Source: an optimization exercise on an open RTL-to-GDS flow (aim: small area, a short achievable clock period and few clock cycles). Production flows keep margins and buffers that such runs may drop.
Function was checked by simulation only, so behaviour that the tests miss may differ from the original.

<file path="config.mk">
export PLATFORM = sky130hd
export DESIGN_NAME = csc_codec
export DESIGN_NICKNAME = csc_codec
export VERILOG_FILES = /design/flow/design.v
export SDC_FILE = /design/flow/constraint.sdc
export NUM_CORES = 4
export LEC_CHECK = 0
export ABC_AREA = 1
export CAP_MARGIN = 35
export CORE_MARGIN = 2
export CORE_UTILIZATION = 40
export SLEW_MARGIN = 35
</file>
<file path="constraint.sdc">
create_clock -name core_clock -period 20.0 [get_ports {clk}]
set_input_delay 4.0000 -clock core_clock [delete_from_list [all_inputs] [get_ports {clk}]]
set_output_delay 4.0000 -clock core_clock [all_outputs]
set_load 0.01 [all_outputs]
</file>
<file path="design.v">
module csc_codec (
    input  wire        clk,
    input  wire        rst,
    input  wire        req_valid,
    output wire        req_ready,
    input  wire        req_op,         
    input  wire        req_pol,        
    input  wire [3:0]  req_len,        
    input  wire [63:0] req_pay,        
    input  wire [63:0] req_val,        
    input  wire [5:0]  sig_start,
    input  wire [5:0]  sig_len_m1,     
    input  wire        sig_be,         
    input  wire        sig_signed,
    input  wire [15:0] sig_scale,      
    input  wire [31:0] sig_offset,     
    input  wire [63:0] sig_min,        
    input  wire [63:0] sig_max,        
    output reg         rsp_valid,
    output reg  [3:0]  rsp_st,
    output wire [95:0] rsp_v,
    output reg         rsp_oor,
    output reg  [63:0] rsp_pay,
    output reg         rsp_clamped,
    output reg         rsp_rovf
);
    localparam [3:0] ST_OK = 4'd0, ST_SHORT = 4'd2, ST_RANGE = 4'd3,
                     ST_INVALID = 4'd4, ST_BADLEN = 4'd8;
    function [63:0] byterev(input [63:0] x);
        integer k;
        begin
            for (k = 0; k < 8; k = k + 1)
                byterev[8*k +: 8] = x[8*(7-k) +: 8];
        end
    endfunction
    function [6:0] bitlen64(input [63:0] x);
        reg [5:0] r;
        begin
            r = 6'd0;
            if (x[63:32] != 0) begin r[5] = 1'b1; x = {32'd0, x[63:32]}; end
            if (x[31:16] != 0) begin r[4] = 1'b1; x = {48'd0, x[31:16]}; end
            if (x[15:8]  != 0) begin r[3] = 1'b1; x = {56'd0, x[15:8]};  end
            if (x[7:4]   != 0) begin r[2] = 1'b1; x = {60'd0, x[7:4]};   end
            if (x[3:2]   != 0) begin r[1] = 1'b1; x = {62'd0, x[3:2]};   end
            if (x[1])          r[0] = 1'b1;
            bitlen64 = (x[1:0] == 2'd0) ? 7'd0 : {1'b0, r} + 7'd1;
        end
    endfunction
    function [4:0] bitlen16(input [15:0] x);
        reg [3:0] r;
        begin
            r = 4'd0;
            if (x[15:8] != 0) begin r[3] = 1'b1; x = {8'd0, x[15:8]};  end
            if (x[7:4]  != 0) begin r[2] = 1'b1; x = {12'd0, x[7:4]};  end
            if (x[3:2]  != 0) begin r[1] = 1'b1; x = {14'd0, x[3:2]};  end
            if (x[1])         r[0] = 1'b1;
            bitlen16 = (x[1:0] == 2'd0) ? 5'd0 : {1'b0, r} + 5'd1;
        end
    endfunction
    function [33:0] bmul(input [16:0] a, input [15:0] s, input [31:0] off);
        reg [33:0] acc;
        reg [17:0] mag, pp;
        reg        one, two, neg, lo;
        integer k;
        begin
            acc = {2'b00, ~off[31], off[30:0]};
            for (k = 0; k < 8; k = k + 1) begin
                lo  = (k == 0) ? 1'b0 : s[2*k-1];
                one = s[2*k] ^ lo;
                two = (s[2*k+1] & ~s[2*k] & ~lo) | (~s[2*k+1] & s[2*k] & lo);
                neg = s[2*k+1];
                mag = one ? {a[16], a} : (two ? {a, 1'b0} : 18'd0);
                pp  = mag ^ {18{neg}};
                acc = acc + ({16'd0, ~pp[17], pp[16:0]} << (2*k)) + ({33'd0, neg} << (2*k));
            end
            bmul = acc - 34'h080000000 - 34'h0AAAA0000;
        end
    endfunction
    function [17:0] r4step(input [15:0] r, input [1:0] c, input [16:0] d, input [17:0] d3);
        reg [17:0] t;
        reg [18:0] s1, s2, s3;
        begin
            t  = {r, c};
            s1 = {1'b0, t} - {2'b00, d};
            s2 = {1'b0, t} - {1'b0, d, 1'b0};
            s3 = {1'b0, t} - {1'b0, d3};
            if (!s3[18])      r4step = {s3[15:0], 2'd3};
            else if (!s2[18]) r4step = {s2[15:0], 2'd2};
            else if (!s1[18]) r4step = {s1[15:0], 2'd1};
            else              r4step = {t[15:0], 2'd0};
        end
    endfunction
    reg        a_v, b_v, c_v;
    reg        rdy;               
    reg  [4:0] c_cnt;             
    reg        c_z;               
    wire       c_last = c_v && c_z;
    wire       c_take = !c_v || c_z;
    wire       b_take = !b_v || c_take;
    wire       a_take = !a_v || b_take;   
    assign req_ready = rdy;
    reg        a_op, a_pol;
    reg [3:0]  a_len;
    reg [63:0] a_pay, a_val;
    reg [5:0]  a_start, a_lm1;
    reg        a_be, a_sgn;
    reg [15:0] a_scale;
    reg [31:0] a_off;
    reg [63:0] a_min, a_max;
    always @(posedge clk) begin
        if (a_take) begin
            a_op    <= req_op;
            a_pol   <= req_pol;
            a_len   <= req_len;
            a_pay   <= req_pay;
            a_val   <= req_val;
            a_start <= sig_start;
            a_lm1   <= sig_len_m1;
            a_be    <= sig_be;
            a_sgn   <= sig_signed;
            a_scale <= sig_scale;
            a_off   <= sig_offset;
            a_min   <= sig_min;
            a_max   <= sig_max;
        end
    end
    wire [6:0]  a_n    = {1'b0, a_lm1} + 7'd1;
    wire [6:0]  a_fend = {1'b0, a_start} + a_n;
    wire [3:0]  a_need = (a_fend + 7'd7) >> 3;
    wire signed [63:0] a_smin = a_min;
    wire signed [63:0] a_smax = a_max;
    wire signed [63:0] a_sval = a_val;
    wire a_ok   = (a_fend <= 7'd64) && (a_scale != 16'd0) && !(a_smin > a_smax);
    wire [63:0] a_src  = a_be ? byterev(a_pay) : a_pay;
    wire [5:0]  a_sh   = a_be ? (6'd0 - a_fend[5:0]) : a_start;
    wire [63:0] a_mask = {64{1'b1}} >> (6'd63 - a_lm1);
    wire [63:0] a_u    = (a_src >> a_sh) & a_mask;
    wire [5:0]  a_tpos = a_be ? {a_start[5:3], ~a_start[2:0]} : (a_fend[5:0] - 6'd1);
    wire        a_top  = a_pay[a_tpos];
    wire        a_neg  = a_sgn && a_top;
    wire [64:0] a_raw  = a_neg ? {1'b1, a_u | ~a_mask} : {1'b0, a_u};
    wire [1:0]  a_tm1  = (&a_raw[64:16] || ~|a_raw[64:16]) ? 2'd0 :
                         (&a_raw[64:32] || ~|a_raw[64:32]) ? 2'd1 :
                         (&a_raw[64:48] || ~|a_raw[64:48]) ? 2'd2 : 2'd3;
    reg  [3:0]  a_dec_st;
    always @(*) begin
        if (!a_ok)                a_dec_st = ST_INVALID;
        else if (a_len > 4'd8)    a_dec_st = ST_BADLEN;
        else if (a_len < a_need)  a_dec_st = ST_SHORT;
        else                      a_dec_st = ST_OK;
    end
    wire a_lo  = a_sval < a_smin;
    wire a_hi  = a_sval > a_smax;
    wire a_out = a_lo || a_hi;
    wire [3:0]  a_enc_st = !a_ok ? ST_INVALID : (a_pol && a_out) ? ST_RANGE : ST_OK;
    wire signed [31:0] a_soff = a_off;
    wire signed [64:0] a_nv = a_sval - a_soff;
    wire signed [64:0] a_nm = a_smin - a_soff;
    wire signed [64:0] a_nx = a_smax - a_soff;
    wire signed [64:0] a_num = a_lo ? a_nm : (a_hi ? a_nx : a_nv);
    wire        a_nneg = a_num[64];
    wire [63:0] a_a1   = a_num[63:0] ^ {64{a_nneg}};    
    wire        a_sneg = a_scale[15];
    wire [15:0] a_d    = a_sneg ? (16'd0 - a_scale) : a_scale;
    wire [16:0] a_nd   = a_sneg ? {1'b1, a_scale} : (17'd0 - {1'b0, a_scale});    
    wire [4:0]  a_bld  = bitlen16(a_d);
    reg        b_op;
    reg [3:0]  b_st;
    reg [64:0] b_x;       
    reg [1:0]  b_tm1;     
    reg [15:0] b_scale;   
    reg [31:0] b_off;     
    reg [63:0] b_min;     
    reg [63:0] b_max;     
    always @(posedge clk) begin
        if (b_take) begin
            b_op    <= a_op;
            b_st    <= a_op ? a_enc_st : a_dec_st;
            b_x     <= a_op ? {a_nneg, a_a1} : a_raw;
            b_tm1   <= a_tm1;
            b_scale <= a_op ? a_d : a_scale;
            b_off   <= a_op ? {11'd0, a_bld, a_sneg, a_out, a_sgn, a_be, a_lm1, a_start} : a_off;
            b_min   <= a_op ? a_pay : a_min;
            b_max   <= a_op ? {47'd0, a_nd} : a_max;
        end
    end
    reg        c_op;
    reg [3:0]  c_st;
    reg [63:0] c_acc;     
    reg [33:0] c_prod;    
    reg [47:0] c_lo;      
    reg [15:0] c_scale;   
    reg [31:0] c_off;     
    reg [63:0] c_min;     
    reg [63:0] c_max;     
    wire [1:0]  c_k    = c_cnt[1:0] - 2'd1;         
    reg         m_sel;                              
    reg         m_sel2;                             
    reg  [16:0] m_a;
    always @(*) begin
        if (m_sel) begin
            case (b_tm1)
                2'd0: m_a = b_x[16:0];
                2'd1: m_a = b_x[32:16];
                2'd2: m_a = b_x[48:32];
                default: m_a = b_x[64:48];
            endcase
        end else begin
            case (c_k)
                2'd0: m_a = {1'b0, c_lo[15:0]};
                2'd1: m_a = {1'b0, c_lo[31:16]};
                default: m_a = {1'b0, c_lo[47:32]};
            endcase
        end
    end
    wire [15:0] m_s    = m_sel2 ? b_scale : c_scale;
    wire        m_last = m_sel2 ? (b_tm1 == 2'd0) : (c_cnt == 5'd1);
    wire [31:0] m_off  = m_last ? (m_sel2 ? b_off : c_off) : 32'd0;
    wire [33:0] m_p    = bmul(m_a, m_s, m_off);
    wire [63:0] m_acc  = {c_acc[47:0], 16'd0} + {{30{c_prod[33]}}, c_prod};
    wire        e_nneg = b_x[64];
    wire [63:0] e_a1   = b_x[63:0];
    wire [6:0]  e_blz  = bitlen64(e_a1);                   
    wire        e_sneg = b_off[15];
    wire [15:0] e_d    = b_scale;
    wire [16:0] e_nd   = b_max[16:0];
    wire [4:0]  e_bld  = b_off[20:16];
    wire        e_rneg = e_nneg ^ e_sneg;
    wire [17:0] e_kd   = e_rneg ? {e_nd[16], e_nd} : {2'b00, e_d};
    wire [64:0] e_mh   = {1'b0, e_a1} + {{48{e_kd[17]}}, e_kd[17:1]} + {64'd0, e_nneg};
    wire [65:0] e_m    = {e_mh, e_kd[0]};
    wire        e_mneg = e_rneg && (e_a1[63:16] == 48'd0) &&
                         ({1'b0, e_a1[15:0], 1'b0} + {16'd0, e_nneg, 1'b0} < {2'b00, e_d});
    wire        e_d1   = (e_d == 16'd1);
    wire        e_a1m  = &(~e_a1[63:1] | e_a1[62:0]);
    wire [7:0]  e_bla  = {1'b0, e_blz} + {7'd0, e_nneg && e_a1m};   
    wire [7:0]  e_span = e_bla + (e_rneg ? 8'd1 : 8'd2) - {3'd0, e_bld};    
    wire        e_j0   = e_d1 || e_mneg || (e_bla + 8'd1 < {3'd0, e_bld});
    wire [4:0]  e_jc   = e_span[6:2] + {4'd0, |e_span[1:0]};
    wire [4:0]  e_j    = e_j0 ? 5'd0 : (e_jc > 5'd16 ? 5'd16 : e_jc);
    wire [143:0] e_mx  = {14'd0, e_m[64:0], 65'd0} >> {e_j, 2'b00};
    wire [15:0] e_r0   = e_mx[80:65];
    wire [63:0] e_x0   = e_mneg ? 64'd0 : (e_d1 ? e_m[64:1] : e_mx[64:1]);
    wire        e_rn0  = e_rneg && !e_mneg;
    wire [16:0] e_dd   = {e_d, 1'b0};                  
    wire [17:0] e_dd3  = {1'b0, e_dd} + {e_d, 2'b00};  
    wire [15:0] v_r   = c_prod[15:0];
    wire [63:0] v_x   = c_acc;
    wire [16:0] v_d   = c_lo[16:0];
    wire [17:0] v_d3  = c_lo[34:17];
    wire [17:0] v_s1  = r4step(v_r, v_x[63:62], v_d, v_d3);
    wire [17:0] v_s2  = r4step(v_s1[17:2], v_x[61:60], v_d, v_d3);
    wire [4:0] c_cnt_n = c_take ? ((b_st != ST_OK) ? 5'd0 : (b_op ? e_j : {3'd0, b_tm1}))
                                : c_cnt - 5'd1;
    always @(posedge clk) begin
        if (c_take) begin
            c_op <= b_op;
            c_st <= b_st;
            if (!b_op) begin
                c_acc   <= 64'd0;
                c_prod  <= m_p;
                c_lo    <= b_x[47:0];
                c_scale <= b_scale;
                c_off   <= b_off;
                c_min   <= b_min;
                c_max   <= b_max;
            end else begin
                c_acc   <= e_x0;
                c_prod  <= {17'd0, e_rn0, e_r0};
                c_lo    <= {13'd0, e_dd3, e_dd};
                c_off   <= b_off;
                c_min   <= b_min;
            end
        end else if (!c_op) begin
            c_acc  <= m_acc;
            c_prod <= m_p;
        end else begin
            c_acc  <= {v_x[59:0], v_s1[1:0], v_s2[1:0]};
            c_prod <= {c_prod[33:16], v_s2[17:2]};
        end
    end
    wire a_v_n  = rdy ? req_valid : a_v;
    wire b_v_n  = b_take ? a_v : b_v;
    wire c_v_n  = c_take ? b_v : c_v;
    wire c_z_n  = (c_cnt_n == 5'd0);
    wire rdy_n  = !a_v_n || !b_v_n || !c_v_n || c_z_n;
    wire m_sel_n = (!c_v_n || c_z_n) && b_v_n;
    wire m_sel2_n = !c_v_n || c_z_n;
    always @(posedge clk) begin
        if (rst) begin
            a_v   <= 1'b0;
            b_v   <= 1'b0;
            c_v   <= 1'b0;
            c_cnt <= 5'd0;
            c_z   <= 1'b1;
            rdy   <= 1'b1;
            m_sel <= 1'b0;
            m_sel2 <= 1'b1;
        end else begin
            a_v   <= a_v_n;
            b_v   <= b_v_n;
            c_v   <= c_v_n;
            c_cnt <= c_cnt_n;
            c_z   <= c_z_n;
            rdy   <= rdy_n;
            m_sel <= m_sel_n;
            m_sel2 <= m_sel2_n;
        end
    end
    wire [80:0] d_v   = {c_acc[63], c_acc, 16'd0} + {{47{c_prod[33]}}, c_prod};
    wire        d_oor = ($signed(d_v) < $signed(c_min)) || ($signed(d_v) > $signed(c_max));
    wire [5:0]  f_start = c_off[5:0];
    wire [5:0]  f_lm1   = c_off[11:6];
    wire        f_be    = c_off[12];
    wire        f_sgn   = c_off[13];
    wire        f_cl    = c_off[14];
    wire        f_rneg  = c_prod[16];
    wire [63:0] f_x     = c_acc;
    wire [63:0] f_r     = f_x ^ {64{f_rneg}};
    wire [6:0]  f_fend  = {1'b0, f_start} + {1'b0, f_lm1} + 7'd1;
    wire [5:0]  f_sh    = f_be ? (6'd0 - f_fend[5:0]) : f_start;
    wire [63:0] f_sv    = f_r << f_sh;
    wire [63:0] f_val   = f_be ? byterev(f_sv) : f_sv;
    reg  [63:0] f_fm, f_gt, f_ge, f_pay;
    integer b;
    always @(*) begin
        for (b = 0; b < 64; b = b + 1) begin
            f_fm[b]  = f_be ? (({1'b0, f_start} <= (8*(b/8) + 7 - b%8)) && ((8*(b/8) + 7 - b%8) < f_fend))
                            : (({1'b0, f_start} <= b) && (b < f_fend));
            f_gt[b]  = (b > f_lm1);
            f_ge[b]  = (b >= f_lm1);
            f_pay[b] = f_fm[b] ? f_val[b] : c_min[b];
        end
    end
    wire        f_fits  = f_sgn ? ~|(f_x & f_ge) : (!f_rneg && ~|(f_x & f_gt));
    reg  [80:0] rsp_v81;
    assign rsp_v = {{15{rsp_v81[80]}}, rsp_v81};
    wire c_ok = (c_st == ST_OK);
    always @(posedge clk) begin
        if (rst) rsp_valid <= 1'b0;
        else     rsp_valid <= c_last;
        rsp_st      <= c_st;
        rsp_v81     <= (c_ok && !c_op) ? d_v : 81'd0;
        rsp_oor     <= c_ok && !c_op && d_oor;
        rsp_pay     <= (c_ok && c_op) ? f_pay : 64'd0;
        rsp_clamped <= c_ok && c_op && f_cl;
        rsp_rovf    <= c_ok && c_op && !f_fits;
    end
endmodule
</file>
<file path="flow/run.sh">
#!/bin/bash
# Layout flow: the standard ORFS layout (standard.sh, all stages), with two
# changes to how the layout is made:
#  - the timing repair steps (floorplan, CTS, global route) aim for more setup
#    slack than the default, which sizes and buffers the critical paths.
# The clock period, SDC constraints, floorplan, power grid, tap cells, CTS and
# routing are the standard ones; registers are those of the standard synthesis.
set -euo pipefail
bash standard.sh ADDER_MAP_FILE= SETUP_SLACK_MARGIN=13 finish > run_standard.log 2>&1
</file>
<file path="standard.sh">
#!/bin/bash
# synth_recipe.tcl (not shown) runs the flow's synth.tcl, then flattens the netlist and writes it again
# the make line also repeats each setting of config.mk as NAME=value (left out here)
make -C /OpenROAD-flow-scripts/flow DESIGN_CONFIG=/design/flow/config.mk WORK_HOME=/design/flow/orfs CLKGATE_MAP_FILE= SYNTH_SCRIPT=/design/flow/synth_recipe.tcl "${@:-finish}"
</file>
==> run notes, run 1 <==
# setup viols final=0; DPL Wire Length=~440 mm; Max Fclk=147.3 MHz; Finished Layout Cells=around 20000; DR vias/cell=between 5 and 6; post-route clock period utilization=0.3395; TritonCTS Sinks=between 1000 and 1500; WL per Instance=27.69 um; first-pass GRT wire length=between 700 and 800 mm; Clock transition at path regs=0.07 ns; GP Congestion=1.142; Worst setup startpoint=b_x[64]$_DFFE_PP_; commonest non-fill, non-tap cell in the layout=nand2_1; post-synth top area share=0.2503; antenna-violating nets left=0; area leader, netlist=edfxtp_1; port bufs=between 400 and 500; Final nets=roughly 16000; Req. time, crit path=slightly above 20 ns; Top Ports=496; GRT overflow=0; most used cell, CP=nand2_1; Cell Area, Synth=about 100000 um2; vias in the first global route=around 100000; syn nets=16156; Synth Warn #=1; Hold Crit Class=reg -> reg; initial antenna violation count=60; DRT Wirelength=538.6 mm; Crit-path slowest cell=xor2_1; CP Launch Type=flop; CORE AREA=243700 um2; predominant post-synthesis flop cell=edfxtp_1; placed instance count=between 15000 and 20000; Post-synth EDFFs=819; worst-path fanout max=33; hold wc startpoint=b_min[24]$_DFFE_PP_; final hold viol count=0; Final min period=between 6 and 7 ns; Rel. slew slack=0.1556; floorplan row count=~180; full die area=about 250000 um2; RSZ-0062 raised after global routing=false; routed vias=113009; Yosys reg bits=about 1100; max cap viols=0; Slowest Stage Delay on Critical Path=0.65 ns; Post-synth ARST share=0; Cells after Synth=15829; clk latency of the worst-skew pair=a little over 0.8 ns; CTS max path bufs=3; Die Ht=between 400 and 500 um; critical path class=reg -> reg; CTS H-tree lvls=3; Detailed Route Iter0 Violations=approximately 17000; Initial DRT Pass Iterations=13; global-route usage over all layers=0.4101; arrival time at the worst endpoint=around 7.6 ns; Slew Viols, Final=0; CTS tree=built; Area growth, synth to finish=14.63%; drt drc=0; final setup skew=approximately 0.063 ns; pin count of the biggest net entering global routing=~160; Tightest Pin Transition=1.262 ns; Yosys cell types=83; share of cells above drive strength 1=0.06368; total CTS buffers=~120; Die Width=499.6 um; Reg2Reg Launch Point=b_x[64]$_DFFE_PP_; Mean Syn Cell Area=6.207 um2; CP Capture Type=flop; status=timing/DRC/antenna clean; Synth area leaders=edfxtp_1 (25%), nand2_1 (17%), o21ai_0 (8.3%); root buffer cell=clkbuf_16; Layout fillers=26004; post-synthesis sequential area ratio=0.3002; TNS Setup=0 ns; Initial Util=0.4032; most frequent cells in the layout=nand2_1 (4428), inv_1 (2029), nor2_1 (1907)
## routing by layer
| metal | up-vias | global-route usage | part of all wire | routed length, um |
|---|---|---|---|---|
| met3 | 1661 | 0.1060 | 0.12 | 63110 |
| met1 | 51553 | 0.5293 | 0.39 | 209500 |
| li1 | 52604 | - | - | - |
| met4 | 28 | 0.2978 | 0.092 | 49390 |
| met5 | - | 0.005209 | 0.00068 | 367 |
| met2 | 7163 | 0.5895 | 0.40 | 216200 |
## critical path, delay by kind of cell (launching register included)
family	cells	cell delay (ns)
flip-flops	1	0.53
XOR/XNOR	1	0.65
AND/OR/NAND/NOR	17	2.08
AO/OA/AOI/OAI	10	2.47
buffers and inverters	6	0.98
## cell type report
type	count	area, um2	share of cell area
Timing Repair Buffer	774	7694	0.06832
Antenna cell	26	65.06	0.0005777
Multi-Input combinational cell	12039	59310	0.5267
Tap cell	3202	4006	0.03557
Timing Repair inverter	5	35.03	0.0003111
Inverter	2120	8045	0.07144
Clock inverter	84	909.6	0.008077
Sequential cell	1064	29500	0.2620
Clock buffer	137	3044	0.02703
## final timing paths
kind / endpoint / slack (ns) / cells after the start
max: c_acc[15]$_DFF_P_ / 13.21 / 34
min: c_min[24]$_DFFE_PN_ / 0.40 / 0
min reg2reg: c_min[24]$_DFFE_PN_ / 0.40 / 0
max reg2reg: c_acc[15]$_DFF_P_ / 13.21 / 34
## what timing repair did
action	in CTS	in global routing
pin swaps	6	22
gates cloned	10	17
hold buffers	0	0
buffers inserted	6	107
endpoints found under the setup margin	165	170
resized for setup	58	211
## sequential cells by signal, summed over array words and instances (netlist names), 34 cells and up
register / count
b_x: 65
c_acc: 64
b_min: 64
a_max: 64
c_lo: 48
c_max: 64
a_min: 64
rsp_v81: 81
a_pay: 64
rsp_pay: 64
a_val: 64
c_prod: 34
b_max: 64
c_min: 64
## metrics by stage
step | worst slack (ns) | util | cell area, um2 | hold WS (ns)
floorplan | 13.67 | - | 98260 | 0.3484
global placement | 11.65 | 0.4349 | 106000 | 0.4006
detailed placement | 11.59 | 0.4356 | 106100 | 0.4045
CTS | 13.00 | 0.4532 | 110400 | 0.4105
global route | 12.99 | 0.4620 | 112600 | 0.4072
finish | 13.21 | 0.4622 | 112600 | 0.4042
## synth_stat cells, drive strengths merged (17+ instances only)
cell     number
nor4         76
nor2       1954
dfxtp       245
xnor2       139
o2111ai      22
edfxtp      819
a211oi       46
mux2i        48
nand3b       38
nand4       132
nor3        108
o21bai       49
mux2         28
clkbuf      449
nand2      4481
o21a         25
o22ai       234
buf         167
a31oi       120
a22oi        21
a21o         21
xor2        463
a21boi       18
clkinv       23
a41oi        52
a221oi       19
maj3         17
inv        2097
nand3      1092
a21oi       553
o21ai      1682
o31ai        22
or2         248
o221ai       22
o211ai      173
## logic make-up after synthesis
group / count (synthesis) / share of synthesized area
flip-flops: 1064 / 0.3002
AO/OA/AOI/OAI: 3152 / 0.1827
multiplexers: 76 / 0.008100
buffers and inverters: 2736 / 0.1072
adder cells (fa/ha/maj): 17 / 0.001732
XOR/XNOR: 602 / 0.05367
AND/OR/NAND/NOR: 8182 / 0.3463
Testbench counts, summed over its fixed seeds: cycles 13,770.
==> run 2, diff against run 1 <==
--- a/design.v
+++ b/design.v
@@ -57,23 +57,23 @@
             bitlen16 = (x[1:0] == 2'd0) ? 5'd0 : {1'b0, r} + 5'd1;
         end
     endfunction
-    function [33:0] bmul(input [16:0] a, input [15:0] s, input [31:0] off);
-        reg [33:0] acc;
-        reg [17:0] mag, pp;
+    function [49:0] bmul(input [32:0] a, input [15:0] s, input [31:0] off);
+        reg [49:0] acc;
+        reg [33:0] mag, pp;
         reg        one, two, neg, lo;
         integer k;
         begin
-            acc = {2'b00, ~off[31], off[30:0]};
+            acc = {18'd0, ~off[31], off[30:0]};
             for (k = 0; k < 8; k = k + 1) begin
                 lo  = (k == 0) ? 1'b0 : s[2*k-1];
                 one = s[2*k] ^ lo;
                 two = (s[2*k+1] & ~s[2*k] & ~lo) | (~s[2*k+1] & s[2*k] & lo);
                 neg = s[2*k+1];
-                mag = one ? {a[16], a} : (two ? {a, 1'b0} : 18'd0);
-                pp  = mag ^ {18{neg}};
-                acc = acc + ({16'd0, ~pp[17], pp[16:0]} << (2*k)) + ({33'd0, neg} << (2*k));
+                mag = one ? {a[32], a} : (two ? {a, 1'b0} : 34'd0);
+                pp  = mag ^ {34{neg}};
+                acc = acc + ({16'd0, ~pp[33], pp[32:0]} << (2*k)) + ({49'd0, neg} << (2*k));
             end
-            bmul = acc - 34'h080000000 - 34'h0AAAA0000;
+            bmul = acc - 50'h0AAAA80000000;
         end
     endfunction
     function [17:0] r4step(input [15:0] r, input [1:0] c, input [16:0] d, input [17:0] d3);
@@ -139,9 +139,7 @@
     wire        a_top  = a_pay[a_tpos];
     wire        a_neg  = a_sgn && a_top;
     wire [64:0] a_raw  = a_neg ? {1'b1, a_u | ~a_mask} : {1'b0, a_u};
-    wire [1:0]  a_tm1  = (&a_raw[64:16] || ~|a_raw[64:16]) ? 2'd0 :
-                         (&a_raw[64:32] || ~|a_raw[64:32]) ? 2'd1 :
-                         (&a_raw[64:48] || ~|a_raw[64:48]) ? 2'd2 : 2'd3;
+    wire        a_tm1  = !(&a_raw[64:32] || ~|a_raw[64:32]);
     reg  [3:0]  a_dec_st;
     always @(*) begin
         if (!a_ok)                a_dec_st = ST_INVALID;
@@ -167,7 +165,7 @@
     reg        b_op;
     reg [3:0]  b_st;
     reg [64:0] b_x;       
-    reg [1:0]  b_tm1;     
+    reg        b_tm1;     
     reg [15:0] b_scale;   
     reg [31:0] b_off;     
     reg [63:0] b_min;     
@@ -187,37 +185,20 @@
     reg        c_op;
     reg [3:0]  c_st;
     reg [63:0] c_acc;     
-    reg [33:0] c_prod;    
-    reg [47:0] c_lo;      
+    reg [49:0] c_prod;    
+    reg [34:0] c_lo;      
     reg [15:0] c_scale;   
     reg [31:0] c_off;     
     reg [63:0] c_min;     
     reg [63:0] c_max;     
-    wire [1:0]  c_k    = c_cnt[1:0] - 2'd1;         
     reg         m_sel;                              
     reg         m_sel2;                             
-    reg  [16:0] m_a;
-    always @(*) begin
-        if (m_sel) begin
-            case (b_tm1)
-                2'd0: m_a = b_x[16:0];
-                2'd1: m_a = b_x[32:16];
-                2'd2: m_a = b_x[48:32];
-                default: m_a = b_x[64:48];
-            endcase
-        end else begin
-            case (c_k)
-                2'd0: m_a = {1'b0, c_lo[15:0]};
-                2'd1: m_a = {1'b0, c_lo[31:16]};
-                default: m_a = {1'b0, c_lo[47:32]};
-            endcase
-        end
-    end
+    wire [32:0] m_a    = m_sel ? (b_tm1 ? b_x[64:32] : b_x[32:0]) : {1'b0, c_lo[31:0]};
     wire [15:0] m_s    = m_sel2 ? b_scale : c_scale;
-    wire        m_last = m_sel2 ? (b_tm1 == 2'd0) : (c_cnt == 5'd1);
+    wire        m_last = m_sel2 ? !b_tm1 : (c_cnt == 5'd1);
     wire [31:0] m_off  = m_last ? (m_sel2 ? b_off : c_off) : 32'd0;
-    wire [33:0] m_p    = bmul(m_a, m_s, m_off);
-    wire [63:0] m_acc  = {c_acc[47:0], 16'd0} + {{30{c_prod[33]}}, c_prod};
+    wire [49:0] m_p    = bmul(m_a, m_s, m_off);
+    wire [63:0] m_acc  = {{14{c_prod[49]}}, c_prod};
     wire        e_nneg = b_x[64];
     wire [63:0] e_a1   = b_x[63:0];
     wire [6:0]  e_blz  = bitlen64(e_a1);                   
@@ -250,7 +231,7 @@
     wire [17:0] v_d3  = c_lo[34:17];
     wire [17:0] v_s1  = r4step(v_r, v_x[63:62], v_d, v_d3);
     wire [17:0] v_s2  = r4step(v_s1[17:2], v_x[61:60], v_d, v_d3);
-    wire [4:0] c_cnt_n = c_take ? ((b_st != ST_OK) ? 5'd0 : (b_op ? e_j : {3'd0, b_tm1}))
+    wire [4:0] c_cnt_n = c_take ? ((b_st != ST_OK) ? 5'd0 : (b_op ? e_j : {4'd0, b_tm1}))
                                 : c_cnt - 5'd1;
     always @(posedge clk) begin
         if (c_take) begin
@@ -259,15 +240,15 @@
             if (!b_op) begin
                 c_acc   <= 64'd0;
                 c_prod  <= m_p;
-                c_lo    <= b_x[47:0];
+                c_lo    <= {3'd0, b_x[31:0]};
                 c_scale <= b_scale;
                 c_off   <= b_off;
                 c_min   <= b_min;
                 c_max   <= b_max;
             end else begin
                 c_acc   <= e_x0;
-                c_prod  <= {17'd0, e_rn0, e_r0};
-                c_lo    <= {13'd0, e_dd3, e_dd};
+                c_prod  <= {33'd0, e_rn0, e_r0};
+                c_lo    <= {e_dd3, e_dd};
                 c_off   <= b_off;
                 c_min   <= b_min;
             end
@@ -276,7 +257,7 @@
             c_prod <= m_p;
         end else begin
             c_acc  <= {v_x[59:0], v_s1[1:0], v_s2[1:0]};
-            c_prod <= {c_prod[33:16], v_s2[17:2]};
+            c_prod <= {c_prod[49:16], v_s2[17:2]};
         end
     end
     wire a_v_n  = rdy ? req_valid : a_v;
@@ -307,7 +288,7 @@
             m_sel2 <= m_sel2_n;
         end
     end
-    wire [80:0] d_v   = {c_acc[63], c_acc, 16'd0} + {{47{c_prod[33]}}, c_prod};
+    wire [80:0] d_v   = {c_acc[48:0], 32'd0} + {{31{c_prod[49]}}, c_prod};
     wire        d_oor = ($signed(d_v) < $signed(c_min)) || ($signed(d_v) > $signed(c_max));
     wire [5:0]  f_start = c_off[5:0];
     wire [5:0]  f_lm1   = c_off[11:6];
--- a/flow/run.sh
+++ b/flow/run.sh
@@ -6,4 +6,4 @@
 # The clock period, SDC constraints, floorplan, power grid, tap cells, CTS and
 # routing are the standard ones; registers are those of the standard synthesis.
 set -euo pipefail
-bash standard.sh ADDER_MAP_FILE= SETUP_SLACK_MARGIN=13 finish > run_standard.log 2>&1
+bash standard.sh ADDER_MAP_FILE= SETUP_SLACK_MARGIN=14 finish > run_standard.log 2>&1
--- a/config.mk
+++ b/config.mk
@@ -6,7 +6,7 @@
 export NUM_CORES = 4
 export LEC_CHECK = 0
 export ABC_AREA = 1
-export CAP_MARGIN = 35
+export CAP_MARGIN = 20
 export CORE_MARGIN = 2
 export CORE_UTILIZATION = 40
-export SLEW_MARGIN = 35
+export SLEW_MARGIN = 20
==> run 2 against run 1 <==
Largest cell class unchanged. Worst setup slack better by 0.28 ns. Critical path depth is 21 higher. Critical endpoint is now c_acc[34]$_DFF_P_. Register-to-register slack better by 0.28 ns. Critical path type unchanged. Sequential share of layout area is 3.4 points lower.
==> run notes, run 2 <==
Cells after Synth=about 17000; post-route clock period utilization=0.3257; CP Launch Type=flop; pin count of the biggest net entering global routing=roughly 120; total CTS buffers=120; arrival time at the worst endpoint=between 7 and 8 ns; crit path capture=c_acc[34]$_DFF_P_; final hold viol count=0; Tightest Pin Transition=approximately 1.3 ns; CTS Hold Buffers Added=0; Slew Viols, Final=0; Hold Crit Class=reg -> reg; GP Congestion=between 1 and 1.5; Clock transition at path regs=approximately 0.080 ns; Largest regs=rsp_v81 (81), b_x (65); routed vias=122995; CTS H-tree lvls=3; TNS Setup=0 ns; TritonCTS Sinks=approximately 1100; GRT overflow=0; Rel. slew slack=0.09236; Top Ports=just under 500; Die Width=511.7 um; area leader, netlist=edfxtp_1; Die Ht=between 500 and 600 um; Util after Layout=0.5048; drt drc=0; Min Hold Slack=about 0.42 ns; syn nets=roughly 17000; Synth area leaders=edfxtp_1 (24%), nand2_1 (17%), o21ai_0 (7.6%); FF-to-FF path depth=55; max cap viols=0; Detailed Route Iter0 Violations=~18000; post-synthesis sequential area ratio=0.2866; critical path class=reg -> reg; Post-synth EDFFs=821; Final nets=~18000; simple logic cell fraction of the synthesized area=0.3400; first-pass GRT wire length=around 800 mm; FF+latch area=approximately 30000 um2; post-route setup slack=about 13 ns; CP Capture Type=flop; largest reg by FF count=rsp_v81; mux contribution to synthesized area=0.008129; reg2reg end=c_acc[34]$_DFF_P_; DR vias/cell=5.910; full die area=~260000 um2; clk latency of the worst-skew pair=0.87 ns; port bufs=approximately 500; final setup skew=about 0.068 ns; Area growth, synth to finish=25.65%; DRT Wirelength=roughly 600 mm; most used cell, CP=nand2_2; Req. time, crit path=slightly above 20 ns; most common cell in the synthesized netlist=nand2_1; CTS max path bufs=3; Crit-path slowest cell=edfxtp_1; share of cells above drive strength 1=0.1529; predominant post-synthesis flop cell=edfxtp_1; Reg2Reg Launch Point=b_x[52]$_DFFE_PP_; # setup viols final=0; DPL Wire Length=between 400 and 500 mm; WL per Instance=28.34 um; Final min period=6.514 ns; root buffer cell=clkbuf_16; Adder-Cell Fraction of Synth Area=0.003786; Initial Util=0.4017; Synth Area in XOR/XNOR=0.07083; Worst setup startpoint=b_x[52]$_DFFE_PP_; floorplan row count=roughly 190; FF-to-FF setup slack=about 13 ns; number of flip-flops in the largest register=between 80 and 90; CTS tree=built; Place WS=approximately 11 ns; CORE AREA=roughly 260000 um2; antenna-violating nets left=0; global-route usage over all layers=0.4226; Cell Area, Synth=roughly 100000 um2; Initial DRT Pass Iterations=7; status=timing/DRC/antenna clean; most frequent cells in the layout=nand2_1 (4257), inv_1 (1977), nor2_1 (1657); synth cell count leaders=nand2_1 (4608), inv_1 (2032), nor2_1 (1803); largest family of logic cells by synthesized area=simple AND/OR/NAND/NOR gates; compound-gate portion of the synthesized area=0.1855; Post-synth ARST share=0; commonest non-fill, non-tap cell in the layout=nand2_1; worst-path fanout max=8; Yosys reg bits=1066; RSZ-0062 raised after global routing=true; multi-input logic area=about 70000 um2; vias in the first global route=108071; Synth Warn #=1; Max Fclk=roughly 150 MHz; Slowest Stage Delay on Critical Path=~0.42 ns; Layout fillers=26228; Mean Syn Cell Area=6.233 um2; Yosys cell types=approximately 80; post-synth top area share=0.2391; initial antenna violation count=69
-- run 2: per-layer routing --
layer	GRT usage	up-vias	part of all wire
met5	0.001461	-	0.00097
met4	0.3167	46	0.096
met3	0.1160	2155	0.12
met2	0.6183	8014	0.41
met1	0.5287	56549	0.38
li1	-	56231	-
-- run 2: kinds of logic (layout without fill, tap and decap cells) --
group           count (synthesis)  after routing
simple gates                 8387           8416
xor+xnor                      834            834
flops                        1066           1066
compound gates               3349           3349
buf+inv                      2789           3614
other cells                     0             30
mux                            80             80
fa+ha+maj                      39             39
-- run 2: timing repair --
item,4_1_cts,5_1_grt
setup buffers,248,282
endpoints found under the hold margin,0,0
pin swaps,243,299
setup endpoints to repair,226,231
gates resized for setup,1017,967
gates cloned,66,27
-- run 2: worst min path at each step --
stage                             from             endpoint  slack (ns)  cells after the start
2_1_floorplan        c_st[1]$_DFFE_PN_    rsp_st[1]$_DFF_P_        0.35                      0
3_3_place_gp        b_min[9]$_DFFE_PP_   c_min[9]$_DFFE_PN_        0.40                      0
3_5_place_dp   b_max[19]$_SDFFCE_PP0P_  c_max[19]$_DFFE_PP_        0.40                      0
4_1_cts             b_min[3]$_DFFE_PP_   c_min[3]$_DFFE_PN_        0.41                      0
5_1_grt             b_min[3]$_DFFE_PP_   c_min[3]$_DFFE_PN_        0.42                      0
6_report           b_min[48]$_DFFE_PP_  c_min[48]$_DFFE_PN_        0.42                      0
-- run 2: layout make-up --
cell class	count	share of cell area
diodes	30	0.0005794
clock buffers	151	0.02526
clock inverters	74	0.005997
inverters	2090	0.06253
multi-input cells	12718	0.5397
flip-flops and latches	1066	0.2282
well taps	3384	0.03268
repair buffers	1296	0.1048
repair inverters	3	0.0001738
-- run 2: through the flow --
stage	instances	cell area (um2)
global placement	19929	111200
global route	20786	129500
finish	20812	129600
floorplan	16544	103100
CTS	20469	123100
detailed placement	19930	111200
-- run 2: critical path, delay by kind of cell (launching register included) --
| family | cells | cell delay (ns) |
|---|---|---|
| buffers and inverters | 12 | 1.29 |
| flip-flops | 1 | 0.42 |
| AO/OA/AOI/OAI | 2 | 0.32 |
| AND/OR/NAND/NOR | 41 | 4.25 |
Testbench counts of run 2, summed over its fixed seeds: cycles 12,823.
==> run 3, diff against run 2 <==
--- a/flow/run.sh
+++ b/flow/run.sh
@@ -6,4 +6,4 @@
 # The clock period, SDC constraints, floorplan, power grid, tap cells, CTS and
 # routing are the standard ones; registers are those of the standard synthesis.
 set -euo pipefail
-bash standard.sh ADDER_MAP_FILE= SETUP_SLACK_MARGIN=14 finish > run_standard.log 2>&1
+bash standard.sh ADDER_MAP_FILE= SETUP_SLACK_MARGIN=13 finish > run_standard.log 2>&1
--- a/config.mk
+++ b/config.mk
@@ -6,7 +6,7 @@
 export NUM_CORES = 4
 export LEC_CHECK = 0
 export ABC_AREA = 1
-export CAP_MARGIN = 20
+export CAP_MARGIN = 35
 export CORE_MARGIN = 2
 export CORE_UTILIZATION = 40
-export SLEW_MARGIN = 20
+export SLEW_MARGIN = 35
==> run 3 against run 2 <==
Still clean on timing, DRC and antenna. Die area did not move. Clock-buffer cell count rose by 3. Non-clock buffer count shrank 492. Maximum frequency down 5.7%. Utilization down 4.6 points. First-iteration DRC count decreased by 5.4%. Largest cell class unchanged.
==> run notes, run 3 <==
status=timing/DRC/antenna clean; Largest regs=rsp_v81 (81), b_x (65); Final min period=between 6 and 7 ns; Post-synth ARST share=0; CORE AREA=256700 um2; Cells after Synth=between 15000 and 20000; Tightest Pin Transition=approximately 1.1 ns; Initial DRT Pass Iterations=7; Yosys cell types=around 80; CP Launch Type=flop; Finished Layout Cells=between 20000 and 25000; DRT Wirelength=557.6 mm; # setup viols final=0; Slew Viols, Final=0; Synth area leaders=edfxtp_1 (24%), nand2_1 (17%), o21ai_0 (7.6%); Die Width=slightly above 500 um; TritonCTS Sinks=roughly 1100; CTS H-tree lvls=3; Detailed Route Iter0 Violations=between 15000 and 20000; Crit-path slowest cell=a2111oi_0; Initial Util=0.4017; DPL Wire Length=~450 mm; Synth Warn #=1; FF-to-FF path depth=30; most used cell, CP=nand2_1; simple logic cell fraction of the synthesized area=0.3400; port bufs=between 400 and 500; GRT overflow=0; DR vias/cell=around 5.8; max cap viols=0; most common cell in the synthesized netlist=nand2_1; placed instance count=19907; Req. time, crit path=a little over 20 ns; TNS Setup=0 ns; pin count of the biggest net entering global routing=180; Cell Area, Synth=around 100000 um2; CTS Hold Buffers Added=0; CP Capture Type=flop; Mean Syn Cell Area=6.233 um2; final setup skew=between 0.09 and 0.1 ns; Clock transition at path regs=~0.070 ns; antenna-violating nets left=0; worst hold path depth=0; largest family of logic cells by synthesized area=simple AND/OR/NAND/NOR gates; critical path class=reg -> reg; Die Ht=between 500 and 600 um; vias in the first global route=105336; syn nets=roughly 17000; root buffer cell=clkbuf_16; Synth Area in XOR/XNOR=0.07083; largest reg by FF count=rsp_v81; design area=about 120000 um2; total CTS buffers=about 120; area leader, netlist=edfxtp_1; RSZ-0062 raised after global routing=true; initial antenna violation count=61; arrival time at the worst endpoint=around 7.6 ns; GP Congestion=about 1.1; routed vias=between 100k and 150k; post-synth top area share=0.2391; Yosys reg bits=1066; number of flip-flops in the largest register=81; Slowest Stage Delay on Critical Path=~0.61 ns; first-pass GRT wire length=slightly below 800 mm; Post-synth EDFFs=roughly 820; Area growth, synth to finish=14.23%; worst-path fanout max=27; drt drc=0; share of cells above drive strength 1=0.06355; Max Fclk=around 140 MHz; Final nets=roughly 17000; commonest non-fill, non-tap cell in the layout=nand2_1; Adder-Cell Fraction of Synth Area=0.003786; predominant post-synthesis flop cell=edfxtp_1; full die area=261900 um2; mux contribution to synthesized area=0.008129; final hold viol count=0; Rel. slew slack=0.2356; Hold Crit Class=reg -> reg; global-route usage over all layers=0.4056; CTS max path bufs=3; CTS tree=built; post-synthesis sequential area ratio=0.2866; post-route clock period utilization=0.3454; Placement Cell Area=around 110000 um2; clk latency of the worst-skew pair=0.86 ns; floorplan row count=approximately 190; synth cell count leaders=nand2_1 (4608), inv_1 (2032), nor2_1 (1803); Top Ports=a little under 500; WL per Instance=27.47 um; compound-gate portion of the synthesized area=0.1855; most frequent cells in the layout=nand2_1 (4587), inv_1 (2014), nor2_1 (1781)
==> run 3: final timing paths <==
path | slack (ns) | to | start
setup / recovery | 13.09 | c_prod[2]$_DFF_P_ | c_prod[9]$_DFF_P_
hold reg to reg | 0.40 | c_max[20]$_DFFE_PP_ | b_max[20]$_SDFFCE_PP0P_
setup reg to reg | 13.09 | c_prod[2]$_DFF_P_ | c_prod[9]$_DFF_P_
hold / removal | 0.40 | c_max[20]$_DFFE_PP_ | b_max[20]$_SDFFCE_PP0P_
==> run 3: logic make-up after synthesis <==
logic type	Yosys count
xor gates and xnor gates	834
adders and majority gates	39
and+or+nand+nor	8387
AOI/OAI and AO/OA	3349
DFF	1066
buffers and inverters	2789
muxes	80
==> run 3: repair_timing <==
action / in CTS / in global routing
gates resized for setup: 93 / 186
gates cloned: 11 / 14
pin swaps: 10 / 23
setup buffers: 25 / 86
endpoints found under the setup margin: 185 / 183
==> run 3: final cells by class <==
class                           count  area, um2
Antenna cell                       26      65.06
Tap cell                         3384       4234
Fill cell                       27348     138900
Multi-Input combinational cell  12701      63890
Clock inverter                     70      709.4
Clock buffer                      154       3337
Sequential cell                  1066      29570
Timing Repair Buffer              804       8008
Inverter                         2090       7976
==> run 3: metal layers <==
metal  vias to the layer above  GRT usage  part of all wire  routed length (um)
met5                         -          0           0.00029                 163
met2                      7119     0.5992              0.42              231500
met4                        24     0.2816             0.084               46640
li1                      55129          -                 -                   -
met3                      1597    0.09391              0.11               60710
met1                     54173     0.5221              0.39              218500
==> run 3: critical path, delay by kind of cell (launching register included) <==
family          cells  cell delay [ns]
flops               1             0.31
buf+inv             7             1.80
compound gates      7             1.78
simple gates       16             2.87
==> run 3: per-stage QoR <==
stage	util	setup WS, ns	hold slack, ns
after floorplan	-	13.60	0.3484
after global placement	0.4329	11.57	0.4014
after detailed placement	0.4332	11.59	0.4045
after CTS	0.4518	13.00	0.4164
after global routing	0.4587	12.95	0.4213
final	0.4589	13.09	0.4045

[what the ideal ports hide]
Ports are ideal in the flow. The routed layouts listed here were re-timed in OpenROAD. Step 1 sets driving cells, clkbuf_16 on the clock port and buf_2 on the other inputs (assumed; they add their load-dependent delay and slew). Step 2 moves the port delays by t, midway between the first and last clock arrival at a register: inputs arrive t later, outputs are due t later. That takes back most of the time a late clock gives input paths. Slacks: ideal ports / drivers / drivers and shift; pairs: ideal ports / drivers.
run | t, ns | slack for setup (ns) | worst setup path after step 2
run 1 | 0.908 | 13.210 / 13.210 / 13.210 | register to register
run 2 | 0.938 | 13.486 / 13.486 / 13.486 | register to register
run 3 | 0.932 | 13.092 / 13.092 / 13.092 | register to register
After both steps setup and hold are still met in every run listed.
